Source: an optimization exercise on an open RTL-to-GDS flow (aim: small area, a short achievable clock period and few clock cycles per item). Production flows keep margins and buffers that such runs may drop. Function was not checked in any run shown here: the RTL went through the layout flow alone. Power figures rest on the tool's default switching activity, not on a simulated workload.

==> flow/design.v <==
module lfp16_mcu (
    input  wire        clk,
    input  wire        rst,         
    input  wire        cmd_valid,
    output wire        cmd_ready,
    input  wire [63:0] cmd,
    output reg         rsp_valid,
    input  wire        rsp_ready,
    output wire [63:0] rsp
);
    reg [3:0] cfg_f;
    reg       cfg_rmode;    
    wire [7:0]  op = cmd[63:56];
    wire [14:0] ma = cmd[14:0];
    wire [14:0] mb = cmd[46:32];
    wire        sa = cmd[15];
    wire        sb = cmd[47];
    wire [31:0] x  = cmd[31:0];
    wire z_rsv = ~|cmd[55:48];
    wire z_b   = ~|cmd[47:32];
    wire z_ahi = ~|cmd[31:16];
    wire mz_a  = ~|ma;
    wire mz_b  = ~|mb;
    wire a_zero = mz_a & ~sa;
    wire a_nar  = mz_a & sa;
    wire b_zero = z_b;
    wire b_nar  = mz_b & sb;
    wire ok_n   = z_rsv & z_b & z_ahi & a_zero;
    wire ok_u16 = z_rsv & z_b & z_ahi;
    wire ok_u32 = z_rsv & z_b;
    wire ok_b16 = z_rsv & z_ahi;
    wire hi0 = (op[7:4] == 4'h0);
    wire hi1 = (op[7:4] == 4'h1);
    wire hi2 = (op[7:4] == 4'h2);
    wire [3:0] lo = op[3:0];
    wire is_getcfg = hi0 & (lo == 4'h1);
    wire is_setf   = hi0 & (lo == 4'h2);
    wire is_setr   = hi0 & (lo == 4'h3);
    wire is_mul    = hi1 & (lo == 4'h0);
    wire is_div    = hi1 & (lo == 4'h1);
    wire is_sqr    = hi1 & (lo == 4'h2);
    wire is_sqrt   = hi1 & (lo == 4'h3);
    wire is_inv    = hi1 & (lo == 4'h4);
    wire is_neg    = hi1 & (lo == 4'h5);
    wire is_cmp    = hi2 & (lo <= 4'h4);
    wire illegal = ~(((is_mul | is_div | is_cmp) & ok_b16) |
                     ((is_sqr | is_sqrt | is_inv | is_neg) & ok_u16) |
                     (is_getcfg & ok_n) | ((is_setf | is_setr) & ok_u32));
    wire f_fmt  = (x[3:0] < 4'd7) | (x[3:0] > 4'd11) | (|x[15:4]);
    wire f_rnd  = |x[15:1];
    wire f_neg  = sa & ~mz_a;
    wire [2:0] fault = illegal ? 3'd4 :
                       (is_sqrt & f_neg) ? 3'd3 :
                       (is_setr & f_rnd) ? 3'd2 :
                       (is_setf & f_fmt) ? 3'd1 : 3'd0;
    wire notice  = is_setf & ~illegal & ~f_fmt;
    wire set_r   = is_setr & ~illegal & ~f_rnd;
    wire q_inv  = op[5] | op[2] | op[0];
    wire q_k    = ~op[5] & (op[1] | op[2] | ~op[4]);
    wire k_14   = q_k & ~(op[4] & op[1] & ~op[0]);         
    wire k_13   = op[4] & op[1] & op[0];                  
    wire p_m    = op[5] | (op[4] & ~op[1] & (~op[2] | op[0]));
    wire p_sqr  = op[4] & op[1] & ~op[0];
    wire p_sqrt = op[4] & op[1] & op[0];
    wire p_inv  = op[4] & op[2] & ~op[0];
    wire p_cfg  = ~op[4];
    wire r_bit  = cfg_rmode & ma[0] & ma[1];
    wire [14:0] q_val = ((mb ^ {15{q_inv}}) & {15{~q_k}}) | {k_14, k_13, 13'd0};
    wire [15:0] p_alt = ({ma, 1'b0} & {16{p_sqr}}) | ({2'b0, ma[14:1]} & {16{p_sqrt}}) |
                        ({1'b0, ~ma} & {16{p_inv}}) |
                        ({7'd0, cfg_rmode, ~cfg_f, cfg_f} & {16{p_cfg}});
    wire [15:0] p_val = p_m ? {1'b0, ma} : p_alt;
    wire        c_in  = p_sqrt ? r_bit : (q_inv & ~q_k) | p_inv;
    wire [9:0] lo_ext = {1'b0, p_val[7:0], 1'b1} + {1'b0, q_val[7:0], c_in};
    wire [8:0] t_lo   = lo_ext[9:1];            
    wire [7:0] u_hi   = p_val[15:8] + {1'b0, q_val[14:8]};
    reg k_n, s15_n;
    always @(*) begin
        k_n = 1'b1; s15_n = 1'b0;
        if (is_getcfg) begin
            k_n = 1'b0;
        end else if (is_mul) begin
            k_n = a_nar | b_nar | a_zero | b_zero;
            s15_n = a_nar | b_nar | (~a_zero & ~b_zero & (sa ^ sb));
        end else if (is_div) begin
            k_n = a_nar | b_nar | b_zero | a_zero;
            s15_n = a_nar | b_nar | b_zero | (~a_zero & (sa ^ sb));
        end else if (is_sqr | is_sqrt) begin
            k_n = mz_a;
            s15_n = a_nar;
        end else if (is_inv) begin
            k_n = mz_a;
            s15_n = mz_a | sa;
        end else if (is_neg) begin
            k_n = mz_a;
            s15_n = sa ^ ~mz_a;
        end
    end
    wire lt11 = sa & ~sb;                   
    wire eq11 = ~(sa ^ sb);
    wire lt10 = sa;                         
    wire lt0  = ~sb;                        
    reg  x11_n, x10_n, x0_n;
    always @(*) begin
        case (lo[2:0])
            3'd0:    begin x11_n = eq11;          x10_n = 1'b0;  x0_n = 1'b0; end
            3'd1:    begin x11_n = lt11 | eq11;   x10_n = lt10;  x0_n = lt0;  end
            3'd2:    begin x11_n = lt11;          x10_n = lt10;  x0_n = lt0;  end
            3'd3:    begin x11_n = ~lt11 & ~eq11; x10_n = ~lt10; x0_n = ~lt0; end
            default: begin x11_n = ~lt11;         x10_n = ~lt10; x0_n = ~lt0; end
        endcase
    end
    wire cmp_ok = is_cmp & ~a_nar & ~b_nar;
    assign cmd_ready = ~rsp_valid | rsp_ready;
    reg [8:0]  r_lo;
    reg [7:0]  r_hi;
    reg        r_k, r_s15, r_x11, r_x10, r_x0;
    reg [2:0]  r_fault;
    reg        r_notice;
    always @(posedge clk) begin
        if (rst) begin
            cfg_f     <= 4'd8;
            cfg_rmode <= 1'b0;
            rsp_valid <= 1'b0;
        end else begin
            rsp_valid <= cmd_valid | (rsp_valid & ~rsp_ready);
            if (cmd_valid & cmd_ready & notice) cfg_f     <= x[3:0];
            if (cmd_valid & cmd_ready & set_r)  cfg_rmode <= x[0];
        end
        if (cmd_ready) begin
            r_lo     <= t_lo;
            r_hi     <= u_hi;
            r_k      <= k_n;
            r_s15    <= s15_n;
            r_x11    <= x11_n & cmp_ok;
            r_x10    <= x10_n & cmp_ok;
            r_x0     <= x0_n & cmp_ok;
            r_fault  <= fault;
            r_notice <= notice;
        end
    end
    wire [15:0] r_t = {r_hi + {7'd0, r_lo[8]}, r_lo[7:0]};
    wire over  = r_t[15] & r_t[14];
    wire under = ~r_t[15] & ~r_t[14];
    wire z13_1 = ~|r_t[13:1];
    wire [14:0] m_cl;
    assign m_cl[14]   = r_t[15];
    assign m_cl[13:1] = (r_t[13:1] | {13{over}}) & {13{~under}};
    assign m_cl[0]    = r_t[0] | over | under | (~r_t[15] & z13_1);
    wire live = ~|r_fault;
    wire [15:0] r_res;
    assign r_res[15]   = r_s15 & live;
    assign r_res[14:1] = m_cl[14:1] & {14{~r_k & live}};
    wire eq_m = ~r_t[14] & z13_1 & ~r_t[0];           
    wire c_bit = r_t[15] ? (eq_m ? r_x11 : r_x10) : r_x0;
    assign r_res[0]    = ((m_cl[0] & ~r_k) | c_bit) & live;
    assign rsp = {28'd0, r_notice, r_fault, 16'd0, r_res};
endmodule
==> flow/flow/run.sh <==
#!/bin/bash
# Own flow: the standard layout (standard.sh), except
#  - synthesis (flow/mysynth.tcl) maps with flow/abc.script; the registers
#    are those of the standard synthesis;
#  - every port still gets its buffer, but a plain sky130 buf_1 instead of
#    the delay cell buffer_ports picks by default;
#  - flow/opts.sh may set further options (see there).
# Each tool's output goes to a log file here (synth.log, layout.log).
set -euo pipefail
W=$(pwd)
export MY_ABC_SCRIPT="$W/flow/abc.script"
export MY_ABC_D=
export BUFFER_PORTS_ARGS="-buffer_cell sky130_fd_sc_hd__buf_1"
if [[ -f "$W/flow/opts.sh" ]]; then source "$W/flow/opts.sh"; fi
make -C "$FLOW_HOME" DESIGN_CONFIG="$W/config.mk" WORK_HOME="$W/orfs" CLKGATE_MAP_FILE= \
  SYNTH_SCRIPT="$W/flow/mysynth.tcl" synth > "$W/synth.log" 2>&1
bash standard.sh finish > "$W/layout.log" 2>&1
==> flow/flow/abc.script <==
strash
dch -f
map -D 1200
topo
buffer -p
upsize -D 1200
dnsize -D 1200
stime -p
==> flow/flow/mysynth.tcl <==
# The standard synthesis (synth_recipe.tcl), with only the ABC mapping call
# replaced: flow/abc.script (MY_ABC_SCRIPT) instead of the ORFS speed script,
# and, when MY_NO_FA is set, no extraction of full/half adder cells.
proc synth {args} { yosys synth -nofsm -noshare {*}$args }
proc abc {args} {
  set out {}
  set skip 0
  foreach a $args {
    if {$skip} { set skip 0; continue }
    if {$a eq "-script" || $a eq "-D"} { set skip 1; continue }
    lappend out $a
  }
  if {[info exists ::env(MY_ABC_SCRIPT)] && $::env(MY_ABC_SCRIPT) ne ""} {
    lappend out -script $::env(MY_ABC_SCRIPT)
  }
  if {[info exists ::env(MY_ABC_D)] && $::env(MY_ABC_D) ne ""} {
    lappend out -D $::env(MY_ABC_D)
  }
  puts "abc call: $out"
  yosys abc {*}$out
}
if {[info exists ::env(MY_NO_FA)] && $::env(MY_NO_FA) ne ""} { set ::env(ADDER_MAP_FILE) "" }
source $::env(SCRIPTS_DIR)/synth.tcl
# left out here: clear keep_hierarchy, flatten, clean up, hide names made inside functions, write 1_2_yosys.v
==> flow/standard.sh <==
#!/bin/bash
# synth_recipe.tcl (not shown) runs the flow's synth.tcl, then flattens the netlist and writes it again
# the make line also repeats each setting of config.mk as NAME=value (left out here)
make -C /OpenROAD-flow-scripts/flow DESIGN_CONFIG=/design/flow/config.mk WORK_HOME=/design/flow/orfs CLKGATE_MAP_FILE= SYNTH_SCRIPT=/design/flow/synth_recipe.tcl "${@:-finish}"
==> flow/config.mk <==
export PLATFORM = sky130hd
export DESIGN_NAME = lfp16_mcu
export DESIGN_NICKNAME = lfp16_mcu
export VERILOG_FILES = /design/flow/design.v
export SDC_FILE = /design/flow/constraint.sdc
export NUM_CORES = 4
export LEC_CHECK = 0
export CAP_MARGIN = 20
export CORE_MARGIN = 2
export CORE_UTILIZATION = 40
export SETUP_SLACK_MARGIN = 2.0
export SLEW_MARGIN = 20
==> flow/constraint.sdc <==
create_clock -name core_clock -period 6.0 [get_ports {clk}]
set_input_delay 1.2000 -clock core_clock [delete_from_list [all_inputs] [get_ports {clk}]]
set_output_delay 1.2000 -clock core_clock [all_outputs]
set_load 0.01 [all_outputs]
==> impl_metrics.tcl, run 1 <==
set metrics [dict create \
    status "finished clean" \
    dp_hpwl_um 7840 \
    initial_core_util_pct 40.8 \
    cts_root_buf "clkbuf_8" \
    r2r_cells 12 \
    cp-end-kind "output pin" \
    ys.flop_type "edfxtp_1" \
    arrival_ns 2.56 \
    stdcell_area_um2 4220 \
    synthTopCellsByCount "77 x inv_1, 64 x nand2_1, 54 x a21oi_1" \
    clk_path_buf_depth 2 \
    slew_headroom_pct 61.0 \
    final_cells 726 \
    die_w_um 101 \
    hold_violations 0 \
    vias_per_cell 5.10 \
    ir_drop_mv 0.0831 \
    rows 35 \
    required_ns 4.80 \
    synth.largest_area_cell "edfxtp_1" \
    slowest_delay_ns 0.39 \
    p_per_area_nw_per_um2 184 \
    dieArea_um2 10100 \
    finalCriticalPeriod_ns 3.76 \
    clk_pin_slew_worst_paths_ns 0.08 \
    holdPathStages 2 \
    layout-drive-gt1-share_pct 9.27 \
    via_count 3702 \
    syn_inst 521 \
    fmax_mhz 266 \
    synthTopCellsByArea "edfxtp_1 21%, buf_4 9.2%, inv_1 7.7%" \
    synth_seq_cells 32 \
    drt-wirelength-per-cell_um 13.3 \
    rsz0062_at_grt "yes" \
    drv_cap 0 \
    yosysTopAreaCellShare_pct 20.9 \
    multi_input_area_um2 2340 \
    die_h_um 101 \
    netlist-cell-type-count 45 \
    startpoint_type "flop" \
    clock_sinks 32 \
    final_antenna_net_count 0 \
    setup-violations-final 0 \
    pre_cts_slack_ns 1.81 \
    placed_area_um2 4000 \
    worst_pin_slew_ns 0.580 \
    cts_tree "done" \
    power_leakage_nw 1.82 \
    hp-class "flop to flop" \
    finalMaxSlewViolations 0 \
    first_iter_violations 247 \
    diodes 0 \
    final_util_pct 46.1 \
    drt_first_pass_iters 5 \
    routed_wl_um 9640 \
    ys_seq_area_share_pct 24.1 \
    syn_area_um2 3740 \
    io_buffers 89 \
    clk_latency_ns 0.30 \
    cts_buffers 5 \
    synth_area_per_cell_um2 7.17 \
    ctsHoldBuffers 0 \
    grt_pass1_vias 3098 \
    post-route-drc-count 0 \
    slowest_stage "edfxtp_1" \
    path_class "flop to output pin" \
    async_reset_ff_share_pct 0 \
    place_congestion 0.893 \
    critPathMaxFanout 3 \
    setup_ws_ns 2.24 \
    yosysMostFrequentCell "inv_1" \
    fillers 928 \
    gr-usage-all-layers_pct 18.5 \
    htreeDepth 2 \
    grt_pass1_wl_um 15100 \
    area_growth_pct 12.8 \
    tns_ns 0 \
    fin_skew_ns 0.0126 \
    core_um2 9150 \
    crit_chain "ha_2, ha_4, nor4_4, nand4_1, nor4_2, nand4_1, nor2_1, nand2_1, a21oi_1, o21ai_0, a31oi_1, buf_2" \
    dp_cells 711 \
    fin_nets 707 \
    ioPinCount 134 \
    grt_start_max_net_pins 28 \
    overflow 0 \
    finalCritPeriodShare_pct 62.7 \
    synth_warnings 1 \
    regArea_um2 901 \
    synth_edf_count 26 \
    antenna_found_initial 0 \
    path_common_cell "nand4_1" \
]
==> registers in the layout, summed over array words and instances (netlist names) <==
register,cells
r_notice,1
r_fault,3
r_lo,9
r_x11,1
cfg_f,4
r_s15,1
r_x0,1
r_x10,1
rsp_valid,1
r_hi,8
cfg_rmode,1
r_k,1
==> metrics by stage <==
stage          hold slack (ns)  power, W
2_1_floorplan            0.436  0.000496
3_3_place_gp             0.461  0.000544
3_5_place_dp             0.470  0.000545
4_1_cts                  0.483  0.000764
5_1_grt                  0.523  0.000827
6_report                 0.487  0.000777
==> final cells by class <==
type / count / area share, %
clock buffer: 5 / 1.63
inverter: 82 / 7.39
multi-input combinational: 394 / 55.5
sequential: 32 / 21.4
timing repair buffer: 99 / 9.80
tap: 111 / 3.29
clock inverter: 3 / 1.01
==> cells in the final DEF (no fill, tap or decap), types with 6 or more instances in the layout <==
master    synthesis  final
xor2_1           16     16
nor3_1            7      7
nand2_1          64     63
conb_1            1     44
inv_1            77     76
a21oi_1          54     54
nor2_1           36     35
buf_1             0     86
buf_4            46     10
ha_1             23     21
nand3_1          16     16
o22ai_1          15     15
dfxtp_1           6      6
o21ai_0          33     33
nor4_1           10      8
nand4_1          13     13
edfxtp_1         26     26
==> cells by family (layout without fill, tap and decap cells) <==
| group | Yosys count | after routing | share of synthesized area, % |
|---|---|---|---|
| buffers and inverters | 138 | 189 | 18.7 |
| AOI/OAI and AO/OA | 131 | 131 | 20.2 |
| DFF | 32 | 32 | 24.1 |
| and+or+nand+nor | 173 | 173 | 23.2 |
| xor gates and xnor gates | 21 | 21 | 4.92 |
| adders and majority gates | 25 | 25 | 8.77 |
| other | 1 | 44 | 0.100 |
==> repair_timing <==
action	4_1_cts	5_1_grt
endpoints found under the setup margin	1	5
buffers inserted	0	7
resized for setup	1	11
pin swaps	1	6
==> final timing paths <==
kind | startpoint | to | slack, ns
min reg2reg | cfg_f[0]$_SDFFE_PP0P_ | cfg_f[0]$_SDFFE_PP0P_ | 0.49
min | cfg_f[0]$_SDFFE_PP0P_ | cfg_f[0]$_SDFFE_PP0P_ | 0.49
max | r_hi[0]$_DFFE_PN_ | rsp[0] | 2.24
max reg2reg | cfg_f[2]$_SDFFE_PP0P_ | r_lo[7]$_DFFE_PN_ | 3.66
==> power by group <==
group	internal (W)	switching, W	total (W)
registers	0.000284	0.0000217	0.000305
clock network	0.000123	0.0000943	0.000217
logic	0.0000906	0.000164	0.000255
total	0.000497	0.000280	0.000777
==> worst max-delay path: cells and delay by family, from the launching register on <==
kind | cells | cell delay, ns
buf+inv | 1 | 0.15
compound gates | 3 | 0.33
fa+ha+maj | 2 | 0.45
flops | 1 | 0.39
simple gates | 6 | 0.93
==> per-layer routing <==
layer / global-route usage, % / routed length (um) / vias to the layer above
met2: 29.5 / 4330 / 163
met1: 26.5 / 4490 / 1641
met4: 4.53 / 168 / 0
met3: 2.43 / 652 / 12
met5: 0 / 0 / -
li1: - / - / 1886
==> run 2: changes to the inputs <==
--- a/flow/design.v
+++ b/flow/design.v
@@ -71,9 +71,8 @@
                         ({7'd0, cfg_rmode, ~cfg_f, cfg_f} & {16{p_cfg}});
     wire [15:0] p_val = p_m ? {1'b0, ma} : p_alt;
     wire        c_in  = p_sqrt ? r_bit : (q_inv & ~q_k) | p_inv;
-    wire [9:0] lo_ext = {1'b0, p_val[7:0], 1'b1} + {1'b0, q_val[7:0], c_in};
-    wire [8:0] t_lo   = lo_ext[9:1];            
-    wire [7:0] u_hi   = p_val[15:8] + {1'b0, q_val[14:8]};
+    wire [16:0] t_ext = {p_val, 1'b1} + {1'b0, q_val, c_in};
+    wire [15:0] t     = t_ext[16:1];
     reg k_n, s15_n;
     always @(*) begin
         k_n = 1'b1; s15_n = 1'b0;
@@ -112,11 +111,9 @@
     end
     wire cmp_ok = is_cmp & ~a_nar & ~b_nar;
     assign cmd_ready = ~rsp_valid | rsp_ready;
-    reg [8:0]  r_lo;
-    reg [7:0]  r_hi;
+    reg [15:0] r_t;
     reg        r_k, r_s15, r_x11, r_x10, r_x0;
-    reg [2:0]  r_fault;
-    reg        r_notice;
+    reg [2:0]  r_fc;        
     always @(posedge clk) begin
         if (rst) begin
             cfg_f     <= 4'd8;
@@ -128,18 +125,15 @@
             if (cmd_valid & cmd_ready & set_r)  cfg_rmode <= x[0];
         end
         if (cmd_ready) begin
-            r_lo     <= t_lo;
-            r_hi     <= u_hi;
+            r_t      <= t;
             r_k      <= k_n;
             r_s15    <= s15_n;
             r_x11    <= x11_n & cmp_ok;
             r_x10    <= x10_n & cmp_ok;
             r_x0     <= x0_n & cmp_ok;
-            r_fault  <= fault;
-            r_notice <= notice;
+            r_fc     <= notice ? 3'd5 : fault;
         end
     end
-    wire [15:0] r_t = {r_hi + {7'd0, r_lo[8]}, r_lo[7:0]};
     wire over  = r_t[15] & r_t[14];
     wire under = ~r_t[15] & ~r_t[14];
     wire z13_1 = ~|r_t[13:1];
@@ -147,7 +141,9 @@
     assign m_cl[14]   = r_t[15];
     assign m_cl[13:1] = (r_t[13:1] | {13{over}}) & {13{~under}};
     assign m_cl[0]    = r_t[0] | over | under | (~r_t[15] & z13_1);
-    wire live = ~|r_fault;
+    wire [2:0] r_fault  = {r_fc[2] & ~r_fc[0], r_fc[1], r_fc[0] & ~r_fc[2]};
+    wire       r_notice = r_fc[2] & r_fc[0];
+    wire live = ~r_fc[1] & ~(r_fc[2] ^ r_fc[0]);
     wire [15:0] r_res;
     assign r_res[15]   = r_s15 & live;
     assign r_res[14:1] = m_cl[14:1] & {14{~r_k & live}};
==> flow/flow/abc.script (replaced) <==
strash
dc2
dch -f
map -D 1200
topo
buffer -p
upsize -D 1200
dnsize -D 1200
stime -p
==> flow/flow/opts.sh (new file) <==
# keep the single tie cell synthesis makes for the constant outputs
export SKIP_REPAIR_TIE_FANOUT=1
==> impl_metrics.tcl, run 2 <==
set metrics [dict create \
    status "finished clean" \
    synth_area_per_cell_um2 7.03 \
    die_h_um 97.8 \
    grt_start_max_net_pins 45 \
    via_count 3835 \
    io_buffers 89 \
    synth_edf_count 24 \
    synthTopCellsByArea "edfxtp_1 20%, buf_4 10%, ha_1 8.5%" \
    overflow 0 \
    area_growth_pct 25.1 \
    drt_first_pass_iters 5 \
    yosysMostFrequentCell "inv_1" \
    clock_sinks 30 \
    synth.largest_area_cell "edfxtp_1" \
    swShare_pct 36.7 \
    synth_seq_cells 30 \
    final_cell_mix "84 x buf_1, 67 x buf_4, 65 x inv_1" \
    clk_path_buf_depth 2 \
    synth.area.mux_share_pct 0 \
    clk_pin_slew_worst_paths_ns 0.08 \
    async_reset_ff_share_pct 0 \
    tns_ns 0 \
    hold_violations 0 \
    power_leakage_nw 1.90 \
    arrival_ns 4.14 \
    layout-drive-gt1-share_pct 20.9 \
    finalCriticalPeriod_ns 4.11 \
    dieArea_um2 9570 \
    fin_nets 701 \
    final_common_cell "buf_1" \
    setup-violations-final 0 \
    ys_seq_area_share_pct 23.9 \
    hp-class "flop to flop" \
    p_per_area_nw_per_um2 174 \
    synth-xor-area-share_pct 3.48 \
    p_switching_w 0.000281 \
    syn_area_um2 3520 \
    clockPowerShare_pct 21.1 \
    power_frac_seq_pct 36.9 \
    rsz0062_at_grt "yes" \
    dp_hpwl_um 7570 \
    startpoint_type "primary input" \
    grt_pass1_vias 3603 \
    ioPinCount 134 \
    synthAdderAreaFrac_pct 9.10 \
    syn_inst 501 \
    setup_ws_ns 1.89 \
    cts_root_buf "clkbuf_8" \
    dp_cells 642 \
    rows 34 \
    post-route-drc-count 0 \
    pre_cts_slack_ns 0.966 \
    power_frac_comb_pct 42.0 \
    routed_wl_um 10600 \
    top_register "r_t" \
    grt_pass1_wl_um 16800 \
    synth_warnings 1 \
    yosysTopAreaCellShare_pct 20.5 \
    drv_cap 0 \
    required_ns 6.03 \
    clk_latency_ns 0.29 \
    r2r_slack_ns 2.82 \
    core_um2 8640 \
    finalMaxSlewViolations 0 \
    cp-end-kind "flop" \
    die_w_um 97.8 \
    synth_top_family_by_area "compound AO/OA/AOI/OAI gates" \
    largestRegisters "r_t: 16 flops, cfg_f: 4 flops, r_fc: 3 flops" \
    antenna_found_initial 0 \
    drt-wirelength-per-cell_um 14.7 \
    htreeDepth 2 \
    p_int_w 0.000484 \
    netlist-cell-type-count 48 \
    first_iter_violations 282 \
    final_antenna_net_count 0 \
    diodes 0 \
    gr-usage-all-layers_pct 21.6 \
    initial_core_util_pct 40.8 \
    synth_compound_area_share_pct 25.3 \
    ir_drop_mv 0.0829 \
    fmax_mhz 244 \
    vias_per_cell 5.35 \
    finalCritPeriodShare_pct 68.4 \
    path_class "primary input to flop" \
    yosys.area_share.simple_pct 18.9 \
    final_cells 717 \
    cts_buffers 5 \
    cts_tree "done" \
    place_congestion 0.964 \
    critPathMaxFanout 7 \
    fin_skew_ns 0.0129 \
    synthTopCellsByCount "72 x inv_1, 58 x o21ai_0, 55 x nor2_1" \
    ctsHoldBuffers 0 \
    largest_register_ffs 16 \
    ys.flop_type "edfxtp_1" \
]
==> run 2: changes by cell type in the layout (fill, tap and decap cells not counted), sizes merged, moves of 12 or more <==
cell | previous run | this run
conb | 44 | 1
nor2 | 40 | 56
nand3 | 21 | 9
nand2 | 68 | 53
o21ai | 37 | 60
buf | 97 | 157
==> run 2: per-layer routing <==
layer,up-vias,global-route usage [%],wire (um)
met5,-,0,0
met4,0,10.0,472
met1,1736,26.9,4340
li1,1897,-,-
met2,162,36.6,5040
met3,40,3.72,711
==> run 2: path summary, 6_finish.rpt <==
path	cells past startpoint	endpoint	start
max reg2reg	21	r_t[9]$_DFFE_PN_	cfg_f[0]$_SDFFE_PP0P_
max	25	r_t[9]$_DFFE_PN_	cmd[58]
min reg2reg	2	cfg_f[2]$_SDFFE_PP0P_	cfg_f[2]$_SDFFE_PP0P_
min	2	cfg_f[2]$_SDFFE_PP0P_	cfg_f[2]$_SDFFE_PP0P_
==> run 2: power by group through the flow <==
stage | combinational [W] | sequential (W) | clock (W)
floorplan | 0.000200 | 0.000283 | 0
global placement | 0.000241 | 0.000286 | 0
detailed placement | 0.000242 | 0.000286 | 0
CTS | 0.000295 | 0.000282 | 0.000162
global route | 0.000358 | 0.000286 | 0.000170
finish | 0.000322 | 0.000282 | 0.000162
==> run 2: critical path, cell delays in order <==
cell        delay [ns]
buf_6             0.12
clkinvlp_4        0.11
nor2_4            0.05
o21ai_4           0.22
inv_6             0.06
buf_6             0.13
o21ai_2           0.04
o21ai_1           0.08
ha_1              0.32
nand2_1           0.06
nand2_1           0.06
a21oi_2           0.16
nor2_1            0.06
o21a_1            0.19
nor2_2            0.10
inv_1             0.06
a21oi_2           0.17
o21ai_2           0.08
a21oi_2           0.14
o21ai_2           0.08
buf_4             0.13
buf_4             0.12
buf_4             0.13
buf_4             0.12
xor2_1            0.13
==> run 2: area by class of cell <==
class,instances,area (um^2)
Tap cell,108,135
Sequential cell,30,841
Clock inverter,2,8.76
Clock buffer,6,72.6
Fill cell,854,4230
Inverter,73,299
Multi-Input combinational cell,340,2160
Timing Repair Buffer,157,888
Timing Repair inverter,1,3.75
==> run 2: through the flow <==
stage / hold WS, ns / total power (W) / instance area (um^2) / utilization (%)
final: 0.494 / 0.000765 / 4400 / 51.0
after global routing: 0.519 / 0.000814 / 4400 / 51.0
after CTS: 0.492 / 0.000739 / 4280 / 49.6
after detailed placement: 0.479 / 0.000529 / 3670 / 42.5
after global placement: 0.481 / 0.000527 / 3670 / 42.5
after floorplan: 0.445 / 0.000483 / 3640 / -
==> run 2: kinds of logic after synthesis <==
family	Yosys count
other cells	1
compound gates	149
simple gates	151
buf+inv	131
xor+xnor	14
fa+ha+maj	25
flops	30
==> run 2: what timing repair did <==
item | 4_1_cts | 5_1_grt
endpoints found under the hold margin | 0 | 0
setup endpoints to repair | 8 | 11
pin swaps | 23 | 21
resized for setup | 35 | 13
setup buffers | 56 | 10
cloned | 1 | 0
==> run 3: changes to the inputs <==
--- a/flow/design.v
+++ b/flow/design.v
@@ -71,8 +71,9 @@
                         ({7'd0, cfg_rmode, ~cfg_f, cfg_f} & {16{p_cfg}});
     wire [15:0] p_val = p_m ? {1'b0, ma} : p_alt;
     wire        c_in  = p_sqrt ? r_bit : (q_inv & ~q_k) | p_inv;
-    wire [16:0] t_ext = {p_val, 1'b1} + {1'b0, q_val, c_in};
-    wire [15:0] t     = t_ext[16:1];
+    wire [9:0] lo_ext = {1'b0, p_val[7:0], 1'b1} + {1'b0, q_val[7:0], c_in};
+    wire [8:0] t_lo   = lo_ext[9:1];            
+    wire [7:0] u_hi   = p_val[15:8] + {1'b0, q_val[14:8]};
     reg k_n, s15_n;
     always @(*) begin
         k_n = 1'b1; s15_n = 1'b0;
@@ -111,7 +112,8 @@
     end
     wire cmp_ok = is_cmp & ~a_nar & ~b_nar;
     assign cmd_ready = ~rsp_valid | rsp_ready;
-    reg [15:0] r_t;
+    reg [8:0]  r_lo;
+    reg [7:0]  r_hi;
     reg        r_k, r_s15, r_x11, r_x10, r_x0;
     reg [2:0]  r_fc;        
     always @(posedge clk) begin
@@ -125,7 +127,8 @@
             if (cmd_valid & cmd_ready & set_r)  cfg_rmode <= x[0];
         end
         if (cmd_ready) begin
-            r_t      <= t;
+            r_lo     <= t_lo;
+            r_hi     <= u_hi;
             r_k      <= k_n;
             r_s15    <= s15_n;
             r_x11    <= x11_n & cmp_ok;
@@ -134,9 +137,22 @@
             r_fc     <= notice ? 3'd5 : fault;
         end
     end
+    wire [7:0] t_hi;
+    genvar gi;
+    generate
+        for (gi = 0; gi < 8; gi = gi + 1) begin : g_inc
+            if (gi == 0) begin : g0
+                assign t_hi[gi] = r_hi[gi] ^ r_lo[8];
+            end else begin : gn
+                assign t_hi[gi] = r_hi[gi] ^ (r_lo[8] & (&r_hi[gi-1:0]));
+            end
+        end
+    endgenerate
+    wire [15:0] r_t = {t_hi, r_lo[7:0]};
+    wire z_hi = r_lo[8] ? (&r_hi[5:0]) : ~|r_hi[5:0];
     wire over  = r_t[15] & r_t[14];
     wire under = ~r_t[15] & ~r_t[14];
-    wire z13_1 = ~|r_t[13:1];
+    wire z13_1 = z_hi & ~|r_lo[7:1];
     wire [14:0] m_cl;
     assign m_cl[14]   = r_t[15];
     assign m_cl[13:1] = (r_t[13:1] | {13{over}}) & {13{~under}};
==> impl_metrics.tcl, run 3 <==
set metrics [dict create \
    clk_latency_ns 0.29 \
    synth.area.mux_share_pct 0 \
    cts_tree "done" \
    synthAdderAreaFrac_pct 9.60 \
    drv_cap 0 \
    place_congestion 0.903 \
    p_switching_w 0.000258 \
    first_iter_violations 247 \
    whs_ns 0.493 \
    startpoint_type "primary input" \
    rows 34 \
    netlist-cell-type-count 50 \
    ys.flop_type "edfxtp_1" \
    clk_pin_slew_worst_paths_ns 0.07 \
    drt-wirelength-per-cell_um 14.6 \
    grt_start_max_net_pins 45 \
    clk_path_buf_depth 2 \
    drt_first_pass_iters 6 \
    dp_hpwl_um 7860 \
    fmax_mhz 268 \
    final_common_cell "buf_1" \
    yosysTopAreaCellShare_pct 20.4 \
    path_class "primary input to flop" \
    vias_per_cell 5.32 \
    grt_pass1_vias 3354 \
    slew_headroom_pct 61.4 \
    finalCritPeriodShare_pct 62.2 \
    io_buffers 89 \
    worstSetupStartpoint "cmd[14]" \
    synth_edf_count 25 \
    synth_compound_area_share_pct 22.2 \
    synth_seq_cells 31 \
    final_antenna_net_count 0 \
    routed_wl_um 10100 \
    synth_top_family_by_area "compound AO/OA/AOI/OAI gates" \
    largestRegisters "r_lo: 9 flops, r_hi: 8 flops, cfg_f: 4 flops" \
    finalMaxSlewViolations 0 \
    ir_drop_mv 0.0731 \
    die_w_um 99.9 \
    diodes 0 \
    yosysMostFrequentCell "inv_1" \
    final_cell_mix "86 x buf_1, 67 x inv_1, 62 x nand2_1" \
    antenna_found_initial 0 \
    power_frac_comb_pct 34.1 \
    cts_root_buf "clkbuf_8" \
    clockPowerShare_pct 26.5 \
    swShare_pct 34.4 \
    setup-violations-final 0 \
    synth-xor-area-share_pct 4.05 \
    fillers 920 \
    power_leakage_nw 1.76 \
    rsz0062_at_grt "no" \
    area_growth_pct 11.5 \
    htreeDepth 2 \
    status "finished clean" \
    post-route-drc-count 0 \
    synth_area_per_cell_um2 7.02 \
    syn_inst 524 \
    regArea_um2 871 \
    largest_register_ffs 9 \
    timing.rr.start "cfg_f[0]$_SDFFE_PP0P_" \
    ioPinCount 134 \
    via_count 3684 \
    initial_core_util_pct 41.8 \
    setup_ws_ns 2.27 \
    die_h_um 99.9 \
    cp-end-kind "flop" \
    required_ns 6.01 \
    dieArea_um2 9980 \
    final_util_pct 46.6 \
    timing.rr.end "r_lo[7]$_DFFE_PN_" \
    r2r_slack_ns 3.60 \
    fin_nets 679 \
    grt_pass1_wl_um 15900 \
    pre_cts_slack_ns 1.36 \
    cts_buffers 5 \
    hold_violations 0 \
    core_um2 8810 \
    gr-usage-all-layers_pct 19.8 \
    worst_pin_slew_ns 0.574 \
    fin_skew_ns 0.00719 \
    critPathMaxFanout 4 \
    hp-class "flop to flop" \
    layout-drive-gt1-share_pct 10.4 \
    power_frac_seq_pct 39.4 \
    overflow 0 \
    syn_area_um2 3680 \
    ys_seq_area_share_pct 23.7 \
    synthTopCellsByCount "71 x inv_1, 63 x nand2_1, 54 x o21ai_0" \
    synth_warnings 1 \
    synth.largest_area_cell "edfxtp_1" \
    p_per_area_nw_per_um2 183 \
    clock_sinks 31 \
    r2r_cells 13 \
    finalCriticalPeriod_ns 3.73 \
    multi_input_area_um2 2170 \
    yosys.area_share.simple_pct 21.7 \
    async_reset_ff_share_pct 0 \
    tns_ns 0 \
    synthTopCellsByArea "edfxtp_1 20%, buf_4 9.4%, ha_1 8.5%" \
    p_int_w 0.000491 \
    top_register "r_lo" \
    arrival_ns 3.75 \
    endpoint "r_fc[1]$_SDFFCE_PP0N_" \
]
[run 3: cell types whose count changed after synthesis, moves of 3 or more]
cell     before  now
nand2_1      52   63
nand3_1       7   17
a31oi_1       2    8
o21ai_0      58   54
nand4_1       5   11
a21oi_1      40   44
a21oi_2       4    0
buf_2         0    3
nor2_1       55   43
[run 3: cell families (layout without fill, tap and decap cells)]
logic type	Yosys count	after routing
and+or+nand+nor	171	172
AOI/OAI and AO/OA	143	143
other	1	1
xor gates and xnor gates	17	17
DFF	31	31
buffers and inverters	134	194
adders and majority gates	27	27
[run 3: cell type report]
cell class,instances,share of cell area (%)
sequential,31,21.2
clock inverter,3,0.946
tap,108,3.29
clock buffer,5,1.68
multi-input combinational,360,53.0
timing repair buffer,111,12.7
inverter,75,7.14
[run 3: worst min-delay path by stage]
stage / start / endpoint / slack [ns] / cells after the start
global placement: cfg_rmode$_SDFFE_PP0P_ / cfg_rmode$_SDFFE_PP0P_ / 0.48 / 2
finish: cfg_rmode$_SDFFE_PP0P_ / cfg_rmode$_SDFFE_PP0P_ / 0.49 / 2
floorplan: cfg_rmode$_SDFFE_PP0P_ / cfg_rmode$_SDFFE_PP0P_ / 0.44 / 2
global route: cfg_f[1]$_SDFFE_PP0P_ / cfg_f[1]$_SDFFE_PP0P_ / 0.52 / 2
detailed placement: cfg_rmode$_SDFFE_PP0P_ / cfg_rmode$_SDFFE_PP0P_ / 0.47 / 2
CTS: cfg_rmode$_SDFFE_PP0P_ / cfg_rmode$_SDFFE_PP0P_ / 0.49 / 2
[run 3: critical path, cell delays in order]
cell and delay, ns:
buf_1 0.12, nor4_1 0.56, nand2_1 0.11, nor2_1 0.14, nand2_1 0.19, inv_1 0.13
ha_1 0.16, inv_1 0.06, o21bai_1 0.14, a31oi_1 0.16, o21ai_2 0.22, nand2_1 0.10
a211oi_1 0.45
[run 3: metrics by stage]
stage	total power, W	instance area (um^2)	std cells
after floorplan	0.000485	3680	524
after global placement	0.000533	3760	664
after detailed placement	0.000536	3760	664
after CTS	0.000736	3870	672
after global routing	0.000807	4100	693
final	0.000749	4100	693
[run 3: what timing repair did]
item	in CTS	in global routing
setup endpoints to repair	7	7
hold buffers	0	0
pin swaps	0	3
gates resized for setup	4	17
gates cloned	0	1
buffers inserted	0	20
[run 3: routing by layer]
layer  global-route usage (%)  up-vias  wire length (um)
met5                        0        -                 0
met4                     4.32        0               111
met1                     24.7     1664              4320
met2                     35.2      129              4930
li1                         -     1879                 -
met3                     3.90       12               728
[run 3: power groups by stage]
stage                     combinational, W  clock, W  sequential, W
after floorplan                   0.000192         0       0.000294
after global placement            0.000234         0       0.000299
after detailed placement          0.000236         0       0.000300
after CTS                         0.000238  0.000203       0.000295
after global routing              0.000294  0.000213       0.000300
final                             0.000256  0.000198       0.000295
==> run 4: changes to the inputs <==
==> flow/flow/opts.sh (replaced) <==
# keep the single tie cell synthesis makes for the constant outputs
export SKIP_REPAIR_TIE_FANOUT=1
# extract no full/half adder cells in synthesis
export MY_NO_FA=1
==> impl_metrics.tcl, run 4 <==
set metrics [dict create \
    syn_inst 578 \
    arrival_ns 3.87 \
    cts_buffers 5 \
    synthTopCellsByCount "89 x nand2_1, 77 x inv_1, 64 x nor2_1" \
    ys_seq_area_share_pct 22.4 \
    fin_nets 684 \
    syn_area_um2 3880 \
    place_congestion 0.918 \
    finalMaxSlewViolations 0 \
    fin_skew_ns 0.0113 \
    r2r_slack_ns 3.94 \
    htreeDepth 2 \
    slowest_stage "nand2_1" \
    path_buf_inv 2 \
    via_count 3972 \
    post-route-drc-count 0 \
    netlist-cell-type-count 59 \
    fmax_mhz 262 \
    synth_edf_count 25 \
    dp_hpwl_um 8780 \
    clk_path_buf_depth 2 \
    setup-violations-final 0 \
    synth_warnings 1 \
    timing.rr.end "r_lo[6]$_DFFE_PN_" \
    rsz0062_at_grt "yes" \
    grt_pass1_wl_um 17300 \
    ir_drop_mv 0.0758 \
    gr-usage-all-layers_pct 20.9 \
    grt_start_max_net_pins 45 \
    cts_tree "done" \
    clock_sinks 31 \
    p_int_w 0.000444 \
    largestRegisters "r_lo: 9 flops, r_hi: 8 flops, cfg_f: 4 flops" \
    die_w_um 103 \
    holdPathEnd "cfg_f[2]$_SDFFE_PP0P_" \
    status "finished clean" \
    finalCritPeriodShare_pct 63.7 \
    path_common_cell "nand2_1" \
    final_antenna_net_count 0 \
    ctsHoldBuffers 0 \
    startpoint_type "primary input" \
    drv_cap 0 \
    tns_ns 0 \
    initial_core_util_pct 41.6 \
    timing.rr.start "cfg_f[0]$_SDFFE_PP0P_" \
    hold_violations 0 \
    vias_per_cell 5.32 \
    swShare_pct 38.5 \
    r2r_cells 11 \
    synth_seq_cells 31 \
    yosysMostFrequentCell "nand2_1" \
    worst_pin_slew_ns 0.828 \
    ioPinCount 134 \
    grt_pass1_vias 3677 \
    synth_area_per_cell_um2 6.72 \
    die_h_um 103 \
    cp-end-kind "flop" \
    power_w 0.000722 \
    slew_headroom_pct 44.8 \
    power_frac_comb_pct 37.9 \
    final_common_cell "nand2_1" \
    cts_root_buf "clkbuf_8" \
    diodes 0 \
    core_um2 9330 \
    io_buffers 89 \
    final_util_pct 43.1 \
    hp-start "cfg_f[2]$_SDFFE_PP0P_" \
    path_class "primary input to flop" \
    slowest_delay_ns 0.53 \
    dieArea_um2 10500 \
    first_iter_violations 312 \
    async_reset_ff_share_pct 0 \
    critPathMaxFanout 18 \
    drt-wirelength-per-cell_um 14.7 \
    clockPowerShare_pct 22.5 \
    required_ns 6.05 \
    clk_latency_ns 0.29 \
    drt_first_pass_iters 5 \
    p_switching_w 0.000278 \
    area_growth_pct 3.58 \
    clk_pin_slew_worst_paths_ns 0.07 \
    crit_chain "buf_1, inv_2, nand2_1, nand2_1, a21oi_1, o221ai_1, a21boi_4, o21ai_2, a21oi_4, o21ai_4, nand2_1, a21oi_1, nor2_1" \
    power_frac_seq_pct 39.7 \
    yosysTopAreaCellShare_pct 19.3 \
    antenna_found_initial 0 \
    holdPathStages 2 \
    ys.flop_type "edfxtp_1" \
    synth.largest_area_cell "edfxtp_1" \
    rows 35 \
    critPathTopFamily "compound AO/OA/AOI/OAI gates" \
    synthTopCellsByArea "edfxtp_1 19%, buf_4 9.5%, nand2_1 8.6%" \
    finalCriticalPeriod_ns 3.82 \
    power_leakage_nw 1.67 \
    largest_register_ffs 9 \
    final_cell_mix "89 x nand2_1, 88 x buf_1, 77 x inv_1" \
    p_per_area_nw_per_um2 179 \
    overflow 0 \
    layout-drive-gt1-share_pct 7.46 \
    routed_wl_um 11000 \
    top_register "r_lo" \
    hp-class "flop to flop" \
]
## run 4: cell types whose count changed after synthesis, moves of 11 or more
cell     previous run  this run
nor2_1             43        64
o21ai_0            54        29
nand2_1            63        89
ha_1               25         0
nand3_1            17        28
## run 4: timing repair
| action | CTS | global route |
|---|---|---|
| gates resized for setup | 1 | 2 |
| setup endpoints to repair | 1 | 5 |
| buffers inserted | 0 | 0 |
## run 4: worst max-delay path by stage
stage | startpoint | endpoint | depth (start not counted)
2_1_floorplan | r_lo[8]$_DFFE_PN_ | rsp[4] | 10
3_3_place_gp | cmd[56] | r_hi[6]$_DFFE_PN_ | 13
3_5_place_dp | cmd[56] | r_hi[6]$_DFFE_PN_ | 13
4_1_cts | cmd[56] | r_hi[6]$_DFFE_PN_ | 13
5_1_grt | cmd[58] | r_hi[6]$_DFFE_PN_ | 13
6_report | cmd[58] | r_hi[6]$_DFFE_PN_ | 13
## run 4: final cells by class
class | count | area [um^2]
Clock inverter | 1 | 5.00
Tap cell | 129 | 161
Inverter | 81 | 304
Multi-Input combinational cell | 405 | 2250
Clock buffer | 7 | 76.3
Timing Repair Buffer | 92 | 358
Fill cell | 1014 | 5310
Sequential cell | 31 | 871
## run 4: stage by stage
step | worst slack (ns) | std cells | area, um^2 | hold slack, ns
finish | 2.18 | 746 | 4020 | 0.477
global route | 1.96 | 746 | 4020 | 0.501
CTS | 2.08 | 746 | 4020 | 0.476
detailed placement | 1.69 | 738 | 3930 | 0.465
global placement | 1.81 | 738 | 3930 | 0.459
floorplan | 2.88 | 578 | 3880 | 0.436
## run 4: logic make-up after synthesis
group,synth area share (%)
XOR/XNOR,3.38
AND/OR/NAND/NOR,29.3
other,0.0966
buffers and inverters,19.9
AO/OA/AOI/OAI,24.8
flip-flops,22.4
## run 4: worst register-to-register path: stages, from the launching register on
cell and delay, ns:
dfxtp_1 0.30, inv_1 0.11, o21a_1 0.14, nand4_1 0.18, a21oi_1 0.23, o21ai_2 0.09
a21oi_1 0.24, o211ai_2 0.12, nand3_1 0.10, nand3_1 0.10, a21oi_1 0.14, nor2_1 0.05
## run 4: layer usage
metal	wire length, um	track usage, %
met5	0	0
met4	97	3.90
met3	706	3.05
met2	5390	37.1
met1	4780	27.2
## run 4: power by group through the flow
stage                     clock network (W)  logic (W)  registers [W]
after detailed placement                  0   0.000270       0.000291
after CTS                          0.000164   0.000272       0.000286
final                              0.000162   0.000273       0.000286
after global placement                    0   0.000264       0.000290
after floorplan                           0   0.000226       0.000286
after global routing               0.000172   0.000309       0.000290
==> run 5: changes to the inputs <==
--- a/flow/design.v
+++ b/flow/design.v
@@ -46,8 +46,8 @@
     wire illegal = ~(((is_mul | is_div | is_cmp) & ok_b16) |
                      ((is_sqr | is_sqrt | is_inv | is_neg) & ok_u16) |
                      (is_getcfg & ok_n) | ((is_setf | is_setr) & ok_u32));
-    wire f_fmt  = (x[3:0] < 4'd7) | (x[3:0] > 4'd11) | (|x[15:4]);
-    wire f_rnd  = |x[15:1];
+    wire f_fmt  = ~z_ahi | (|x[15:4]) | (x[3:0] < 4'd7) | (x[3:0] > 4'd11);
+    wire f_rnd  = ~z_ahi | (|x[15:1]);
     wire f_neg  = sa & ~mz_a;
     wire [2:0] fault = illegal ? 3'd4 :
                        (is_sqrt & f_neg) ? 3'd3 :
@@ -71,9 +71,9 @@
                         ({7'd0, cfg_rmode, ~cfg_f, cfg_f} & {16{p_cfg}});
     wire [15:0] p_val = p_m ? {1'b0, ma} : p_alt;
     wire        c_in  = p_sqrt ? r_bit : (q_inv & ~q_k) | p_inv;
-    wire [9:0] lo_ext = {1'b0, p_val[7:0], 1'b1} + {1'b0, q_val[7:0], c_in};
-    wire [8:0] t_lo   = lo_ext[9:1];            
-    wire [7:0] u_hi   = p_val[15:8] + {1'b0, q_val[14:8]};
+    wire [8:0] lo_ext = {1'b0, p_val[6:0], 1'b1} + {1'b0, q_val[6:0], c_in};
+    wire [7:0] t_lo   = lo_ext[8:1];            
+    wire [8:0] u_hi   = p_val[15:7] + {1'b0, q_val[14:7]};
     reg k_n, s15_n;
     always @(*) begin
         k_n = 1'b1; s15_n = 1'b0;
@@ -112,8 +112,8 @@
     end
     wire cmp_ok = is_cmp & ~a_nar & ~b_nar;
     assign cmd_ready = ~rsp_valid | rsp_ready;
-    reg [8:0]  r_lo;
-    reg [7:0]  r_hi;
+    reg [7:0]  r_lo;
+    reg [8:0]  r_hi;
     reg        r_k, r_s15, r_x11, r_x10, r_x0;
     reg [2:0]  r_fc;        
     always @(posedge clk) begin
@@ -137,22 +137,11 @@
             r_fc     <= notice ? 3'd5 : fault;
         end
     end
-    wire [7:0] t_hi;
-    genvar gi;
-    generate
-        for (gi = 0; gi < 8; gi = gi + 1) begin : g_inc
-            if (gi == 0) begin : g0
-                assign t_hi[gi] = r_hi[gi] ^ r_lo[8];
-            end else begin : gn
-                assign t_hi[gi] = r_hi[gi] ^ (r_lo[8] & (&r_hi[gi-1:0]));
-            end
-        end
-    endgenerate
-    wire [15:0] r_t = {t_hi, r_lo[7:0]};
-    wire z_hi = r_lo[8] ? (&r_hi[5:0]) : ~|r_hi[5:0];
+    wire [15:0] r_t = {r_hi + {8'd0, r_lo[7]}, r_lo[6:0]};
+    wire z_hi = r_lo[7] ? (&r_hi[6:0]) : ~|r_hi[6:0];
     wire over  = r_t[15] & r_t[14];
     wire under = ~r_t[15] & ~r_t[14];
-    wire z13_1 = z_hi & ~|r_lo[7:1];
+    wire z13_1 = z_hi & ~|r_lo[6:1];
     wire [14:0] m_cl;
     assign m_cl[14]   = r_t[15];
     assign m_cl[13:1] = (r_t[13:1] | {13{over}}) & {13{~under}};
==> flow/flow/abc.script (replaced) <==
strash
dc2
dch -f
map -D 2000
topo
buffer -p
upsize -D 2000
dnsize -D 2000
stime -p
==> flow/flow/opts.sh (replaced) <==
# keep the single tie cell synthesis makes for the constant outputs
export SKIP_REPAIR_TIE_FANOUT=1
--- a/flow/config.mk
+++ b/flow/config.mk
@@ -8,5 +8,5 @@
 export CAP_MARGIN = 20
 export CORE_MARGIN = 2
 export CORE_UTILIZATION = 40
-export SETUP_SLACK_MARGIN = 2.0
+export SETUP_SLACK_MARGIN = 2.2
 export SLEW_MARGIN = 20
==> impl_metrics.tcl, run 5 <==
set metrics [dict create \
    routed_wl_um 9280 \
    final_antenna_net_count 0 \
    path_common_cell "ha_2" \
    die_w_um 98.3 \
    initial_core_util_pct 41.0 \
    largestRegisters "r_hi: 9 flops, r_lo: 8 flops, cfg_f: 4 flops" \
    area_growth_pct 16.4 \
    vias_per_cell 5.17 \
    yosysMostFrequentCell "inv_1" \
    hp-class "flop to flop" \
    io_buffers 89 \
    hold_violations 0 \
    yosysTopAreaCellShare_pct 21.1 \
    fillers 904 \
    ys.flop_type "edfxtp_1" \
    ir_drop_mv 0.0837 \
    finalMaxSlewViolations 0 \
    grt_start_max_net_pins 45 \
    fin_nets 669 \
    synth_warnings 1 \
    cts_buffers 5 \
    synthTopCellsByArea "edfxtp_1 21%, buf_4 9.7%, ha_1 9.1%" \
    dp_hpwl_um 7290 \
    finalCritPeriodShare_pct 62.3 \
    power_leakage_nw 1.77 \
    fmax_mhz 268 \
    layout-drive-gt1-share_pct 14.3 \
    htreeDepth 2 \
    core_um2 8680 \
    clk_latency_ns 0.29 \
    clk_path_buf_depth 2 \
    drt_first_pass_iters 5 \
    ctsHoldBuffers 0 \
    p_per_area_nw_per_um2 177 \
    top_register "r_hi" \
    diodes 0 \
    required_ns 4.80 \
    gr-usage-all-layers_pct 18.6 \
    slowest_delay_ns 0.37 \
    drt-wirelength-per-cell_um 13.6 \
    synth_seq_cells 31 \
    path_class "flop to output pin" \
    top_layer "met4" \
    overflow 0 \
    antenna_found_initial 0 \
    first_iter_violations 170 \
    syn_area_um2 3560 \
    synth_edf_count 25 \
    clock_sinks 31 \
    rsz0062_at_grt "yes" \
    ys_seq_area_share_pct 24.5 \
    dieArea_um2 9660 \
    cts_root_buf "clkbuf_8" \
    r2r_cells 14 \
    cts_tree "done" \
    cp-end-kind "output pin" \
    finalCriticalPeriod_ns 3.74 \
    synth.largest_area_cell "edfxtp_1" \
    startpoint_type "flop" \
    synthTopCellsByCount "82 x inv_1, 60 x o21ai_0, 50 x a21oi_1" \
    ioPinCount 134 \
    status "finished clean" \
    slowest_stage "edfxtp_1" \
    met3_length_um 540 \
    netlist-cell-type-count 37 \
    post-route-drc-count 0 \
    via_count 3528 \
    async_reset_ff_share_pct 0 \
    place_congestion 0.967 \
    final_common_cell "buf_1" \
    met2_length_um 4470 \
    crit_chain "ha_2, ha_2, nand3_1, nor3_2, and3_4, xnor2_4, or2_4, a31o_2, a31oi_1, buf_2" \
    grt_pass1_vias 3274 \
    tns_ns 0 \
    fin_skew_ns 0.0148 \
    drv_cap 0 \
    grt_pass1_wl_um 14900 \
    largest_register_ffs 9 \
    wl_met1_um 4130 \
    syn_inst 508 \
    clk_pin_slew_worst_paths_ns 0.07 \
    die_h_um 98.3 \
    arrival_ns 2.54 \
    holdPathStages 2 \
    final_cell_mix "81 x buf_1, 73 x inv_1, 54 x o21ai_0" \
    power_w 0.000733 \
    synth_area_per_cell_um2 7.00 \
    rows 34 \
    critPathMaxFanout 5 \
    setup-violations-final 0 \
]
==> run 5: path summary, 6_finish.rpt <==
kind	from	end	slack [ns]
max reg2reg	cfg_f[3]$_SDFFE_PP1P_	r_hi[8]$_DFFE_PN_	3.47
max	r_hi[0]$_DFFE_PN_	rsp[0]	2.26
min reg2reg	cfg_f[0]$_SDFFE_PP0P_	cfg_f[0]$_SDFFE_PP0P_	0.50
min	cfg_f[0]$_SDFFE_PP0P_	cfg_f[0]$_SDFFE_PP0P_	0.50
==> run 5: area by class of cell <==
cell class / instances / area [um^2] / area share [%]
Clock buffer: 7 / 76.3 / 1.84
Clock inverter: 1 / 5.00 / 0.121
Inverter: 82 / 332 / 8.01
Multi-Input combinational cell: 338 / 2170 / 52.4
Sequential cell: 31 / 871 / 21.0
Tap cell: 108 / 135 / 3.26
Timing Repair Buffer: 114 / 549 / 13.3
Timing Repair inverter: 1 / 5.00 / 0.121
==> run 5: where the power goes <==
group	total (W)	internal [W]	leakage (nW)	switching (W)
clock network	0.000163	0.0000814	0.0422	0.0000816
logic	0.000273	0.000104	1.42	0.000168
registers	0.000297	0.000276	0.312	0.0000214
total	0.000733	0.000462	1.77	0.000271
==> run 5: cells by family after synthesis <==
family                   synth area share [%]
AO/OA/AOI/OAI                            23.1
XOR/XNOR                                 4.92
adder cells (fa/ha/maj)                  10.3
buffers and inverters                    19.5
flip-flops                               24.5
other                                   0.105
AND/OR/NAND/NOR                          17.6
==> run 5: critical path: cells and delay by family (launching register included) <==
| kind | cells | cell delay (ns) |
|---|---|---|
| adders and majority gates | 2 | 0.41 |
| DFF | 1 | 0.37 |
| and+or+nand+nor | 4 | 0.85 |
| buffers and inverters | 1 | 0.17 |
| xor gates and xnor gates | 1 | 0.09 |
| AOI/OAI and AO/OA | 2 | 0.37 |
==> run 5: routing by layer <==
layer | up-vias | global-route usage, %
met5 | - | 0
met2 | 119 | 33.0
met3 | 16 | 2.58
met4 | 0 | 5.80
li1 | 1826 | -
met1 | 1567 | 23.2
==> run 5: timing repair <==
| item | CTS | global route |
|---|---|---|
| buffers inserted | 13 | 11 |
| endpoints found under the hold margin | 0 | 0 |
| setup endpoints to repair | 26 | 24 |
| pin swaps | 3 | 16 |
| gates resized for setup | 22 | 55 |
| cloned | 1 | 0 |
==> run 5: through the flow <==
| stage | util, % | hold WS [ns] | cell area (um^2) | std cells | setup WS [ns] |
|---|---|---|---|---|---|
| after floorplan | - | 0.448 | 3580 | 508 | 2.21 |
| after global placement | 42.1 | 0.487 | 3660 | 649 | 1.52 |
| after detailed placement | 42.1 | 0.491 | 3660 | 649 | 1.38 |
| after CTS | 45.0 | 0.502 | 3900 | 671 | 2.21 |
| after global routing | 47.7 | 0.521 | 4140 | 682 | 2.16 |
| final | 47.7 | 0.500 | 4140 | 682 | 2.26 |
==> run 6: changes to the inputs <==
--- a/flow/design.v
+++ b/flow/design.v
@@ -71,9 +71,9 @@
                         ({7'd0, cfg_rmode, ~cfg_f, cfg_f} & {16{p_cfg}});
     wire [15:0] p_val = p_m ? {1'b0, ma} : p_alt;
     wire        c_in  = p_sqrt ? r_bit : (q_inv & ~q_k) | p_inv;
-    wire [8:0] lo_ext = {1'b0, p_val[6:0], 1'b1} + {1'b0, q_val[6:0], c_in};
-    wire [7:0] t_lo   = lo_ext[8:1];            
-    wire [8:0] u_hi   = p_val[15:7] + {1'b0, q_val[14:7]};
+    wire [10:0] lo_ext = {1'b0, p_val[8:0], 1'b1} + {1'b0, q_val[8:0], c_in};
+    wire [9:0] t_lo   = lo_ext[10:1];            
+    wire [6:0] u_hi   = p_val[15:9] + {1'b0, q_val[14:9]};
     reg k_n, s15_n;
     always @(*) begin
         k_n = 1'b1; s15_n = 1'b0;
@@ -112,8 +112,8 @@
     end
     wire cmp_ok = is_cmp & ~a_nar & ~b_nar;
     assign cmd_ready = ~rsp_valid | rsp_ready;
-    reg [7:0]  r_lo;
-    reg [8:0]  r_hi;
+    reg [9:0]  r_lo;
+    reg [6:0]  r_hi;
     reg        r_k, r_s15, r_x11, r_x10, r_x0;
     reg [2:0]  r_fc;        
     always @(posedge clk) begin
@@ -137,11 +137,11 @@
             r_fc     <= notice ? 3'd5 : fault;
         end
     end
-    wire [15:0] r_t = {r_hi + {8'd0, r_lo[7]}, r_lo[6:0]};
-    wire z_hi = r_lo[7] ? (&r_hi[6:0]) : ~|r_hi[6:0];
+    wire [15:0] r_t = {r_hi + {6'd0, r_lo[9]}, r_lo[8:0]};
+    wire z_hi = r_lo[9] ? (&r_hi[4:0]) : ~|r_hi[4:0];
     wire over  = r_t[15] & r_t[14];
     wire under = ~r_t[15] & ~r_t[14];
-    wire z13_1 = z_hi & ~|r_lo[6:1];
+    wire z13_1 = z_hi & ~|r_lo[8:1];
     wire [14:0] m_cl;
     assign m_cl[14]   = r_t[15];
     assign m_cl[13:1] = (r_t[13:1] | {13{over}}) & {13{~under}};
==> impl_metrics.tcl, run 6 <==
set metrics [dict create \
    async_reset_ff_share_pct 0 \
    ys.flop_type "edfxtp_1" \
    stdcell_area_um2 3990 \
    fin_nets 662 \
    slew_headroom_pct 66.3 \
    status "finished clean" \
    syn_area_um2 3530 \
    dieArea_um2 9590 \
    cp-end-kind "flop" \
    synth_edf_count 25 \
    overflow 0 \
    fillers 918 \
    synthTopCellsByCount "80 x inv_1, 61 x nor2_1, 58 x o21ai_0" \
    final_cells 674 \
    vias_per_cell 5.31 \
    final_antenna_net_count 0 \
    drv_cap 0 \
    gr-usage-met2_pct 30.5 \
    synth_area_per_cell_um2 6.96 \
    met3_usage_pct 2.43 \
    startpoint_type "primary input" \
    clk_latency_ns 0.28 \
    tns_ns 0 \
    clk_path_buf_depth 2 \
    rsz0062_at_grt "yes" \
    timing.rr.start "cfg_f[0]$_SDFFE_PP0P_" \
    final_common_cell "buf_1" \
    slowest_delay_ns 0.38 \
    ir_drop_mv 0.0814 \
    slowest_stage "nor3_4" \
    initial_core_util_pct 40.9 \
    ys_seq_area_share_pct 24.7 \
    worst_pin_slew_ns 0.499 \
    core_um2 8640 \
    path_common_cell "a21oi_1" \
    yosysMostFrequentCell "inv_1" \
    fin_skew_ns 0.0117 \
    syn_inst 507 \
    finalMaxSlewViolations 0 \
    rows 34 \
    synth.largest_area_cell "edfxtp_1" \
    p_per_area_nw_per_um2 179 \
    place_congestion 0.942 \
    yosysTopAreaCellShare_pct 21.3 \
    antenna_found_initial 0 \
    clock_sinks 31 \
    placed_area_um2 3640 \
    first_iter_violations 144 \
    critPathMaxFanout 6 \
    fmax_mhz 265 \
    grt_start_max_net_pins 45 \
    htreeDepth 2 \
    cts_root_buf "clkbuf_8" \
    diodes 0 \
    met1_usage_pct 25.9 \
    final_cell_mix "85 x buf_1, 72 x inv_1, 54 x nor2_1, 54 x o21ai_0, 45 x nand2_1" \
    layout-drive-gt1-share_pct 10.4 \
    io_buffers 89 \
    die_h_um 97.9 \
    grt_pass1_vias 3118 \
    top_register "r_lo" \
    die_w_um 97.9 \
    cts_tree "done" \
    grt_busiest_layer "met2" \
    synthTopCellsByArea "edfxtp_1 21%, buf_4 10%, ha_1 9.2%" \
    finalCriticalPeriod_ns 3.77 \
    drt_first_pass_iters 5 \
    gr-usage-all-layers_pct 18.6 \
    largestRegisters "r_lo: 10 flops, r_hi: 7 flops, cfg_f: 4 flops" \
    setup-violations-final 0 \
    via_count 3581 \
    arrival_ns 3.80 \
    synth_warnings 1 \
    drt-wirelength-per-cell_um 13.8 \
    final_util_pct 46.2 \
    cts_buffers 5 \
    dp_cells 650 \
    ioPinCount 134 \
    post-route-drc-count 0 \
    largest_register_ffs 10 \
    grt_pass1_wl_um 14600 \
    dp_hpwl_um 7340 \
    hold_violations 0 \
    crit_chain "clkbuf_4, nor3_4, clkinvlp_4, buf_4, a21oi_1, ha_1, inv_1, o21ai_1, a21oi_1, o21ai_0, a21oi_1, o21ai_1, a21oi_2, nor2_1, o21ai_0, nand2_1" \
    worstSetupStartpoint "cmd[56]" \
    required_ns 6.03 \
    clk_pin_slew_worst_paths_ns 0.06 \
    area_growth_pct 13.1 \
    routed_wl_um 9330 \
    netlist-cell-type-count 35 \
    power_leakage_nw 1.67 \
    hp-start "cfg_rmode$_SDFFE_PP0P_" \
    hp-class "flop to flop" \
    path_class "primary input to flop" \
    finalCritPeriodShare_pct 62.8 \
    synth_seq_cells 31 \
]
[run 6: changes by cell type after synthesis, sizes merged, moves of 2 or more]
cell,delta
a21oi,-10
and3,-2
inv,-2
nand2,-2
nand3,-2
nand4,-3
nor2,+17
nor3,+4
nor4,-3
or2,-2
or4,+4
[run 6: cell type report]
type	count	area, um^2	share of cell area, %
Multi-Input combinational cell	339	2090	52.4
Sequential cell	31	871	21.8
Timing Repair Buffer	107	492	12.3
Inverter	80	313	7.84
Tap cell	108	135	3.39
Clock buffer	5	68.8	1.72
Timing Repair inverter	2	10.0	0.251
Clock inverter	2	8.76	0.219
[run 6: path summary, 6_finish.rpt]
path,end,slack [ns],cells after the start
worst max-delay path,r_lo[9]$_DFFE_PN_,2.23,16
worst max register to register,r_lo[8]$_DFFE_PN_,3.44,13
worst min register to register,cfg_rmode$_SDFFE_PP0P_,0.50,2
worst min-delay path,cfg_rmode$_SDFFE_PP0P_,0.50,2
[run 6: stage by stage]
stage	total power (W)	setup slack (ns)	hold slack [ns]
6_report	0.000713	2.23	0.495
5_1_grt	0.000762	2.00	0.506
4_1_cts	0.000695	2.15	0.498
3_5_place_dp	0.000531	1.48	0.488
3_3_place_gp	0.000529	1.59	0.476
2_1_floorplan	0.000483	2.21	0.443
[run 6: cell families (layout without fill, tap and decap cells)]
group	Yosys count	after routing	synth area share, %
AO/OA/AOI/OAI	139	139	22.1
flip-flops	31	31	24.7
adder cells (fa/ha/maj)	28	28	10.4
buffers and inverters	137	196	19.6
XOR/XNOR	18	18	4.47
AND/OR/NAND/NOR	153	153	18.8
other	1	1	0.106
[run 6: power breakdown]
part	internal (W)	switching [W]
logic	0.0000961	0.000163
clock network	0.0000771	0.0000784
registers	0.000277	0.0000217
[run 6: metal layers]
metal | share of wire, % | routed length [um]
met1 | 45 | 4200
met2 | 48 | 4440
met3 | 5.6 | 520
met4 | 1.8 | 169
met5 | 0 | 0
[run 6: repair_timing]
| item | in CTS | in global routing |
|---|---|---|
| hold buffers | 0 | 0 |
| setup buffers | 2 | 13 |
| cloned | 2 | 0 |
| endpoints found under the setup margin | 12 | 25 |
| gates resized for setup | 17 | 28 |
| pin swaps | 0 | 7 |
[run 6: worst max-delay path: cells and delay by family]
kind / cells / cell delay, ns
buf+inv: 4 / 0.62
compound gates: 8 / 1.18
fa+ha+maj: 1 / 0.28
simple gates: 3 / 0.50

-- re-timing with driven ports --
In the flow no input, the clock included, has a driving cell. The finished layouts below were timed again as built, in two steps.
Step 1 (the two cells are an assumption about what drives the block):
set clk [get_ports {clk}]
set_driving_cell -lib_cell sky130_fd_sc_hd__clkbuf_16 $clk
set_driving_cell -lib_cell sky130_fd_sc_hd__buf_2 [delete_from_list [all_inputs] $clk]
Step 2 also shifts input and output timing later by t, the mid clock arrival at the registers, as if the neighbouring blocks saw the same clock.
a / b / c = ideal ports / drivers / drivers and shift; a / b = the first two.
run | t (ns) | setup slack, ns | worst setup path after step 2 | pins driven straight from the clock port
run 1 | 0.317 | 2.237 / 2.211 / 1.949 | input to register | 1
run 2 | 0.314 | 1.895 / 1.873 / 1.560 | input to register | 1
run 3 | 0.309 | 2.268 / 2.258 / 1.949 | input to register | 1
run 4 | 0.319 | 2.176 / 2.160 / 1.842 | input to register | 1
run 5 | 0.316 | 2.264 / 2.231 / 2.060 | input to register | 1
run 6 | 0.309 | 2.231 / 2.239 / 1.930 | input to register | 1
After both steps every run listed still meets setup and hold. For run 2, which loses most, drivers alone change the setup slack by -0.022 ns; drivers and shift together by -0.335 ns.
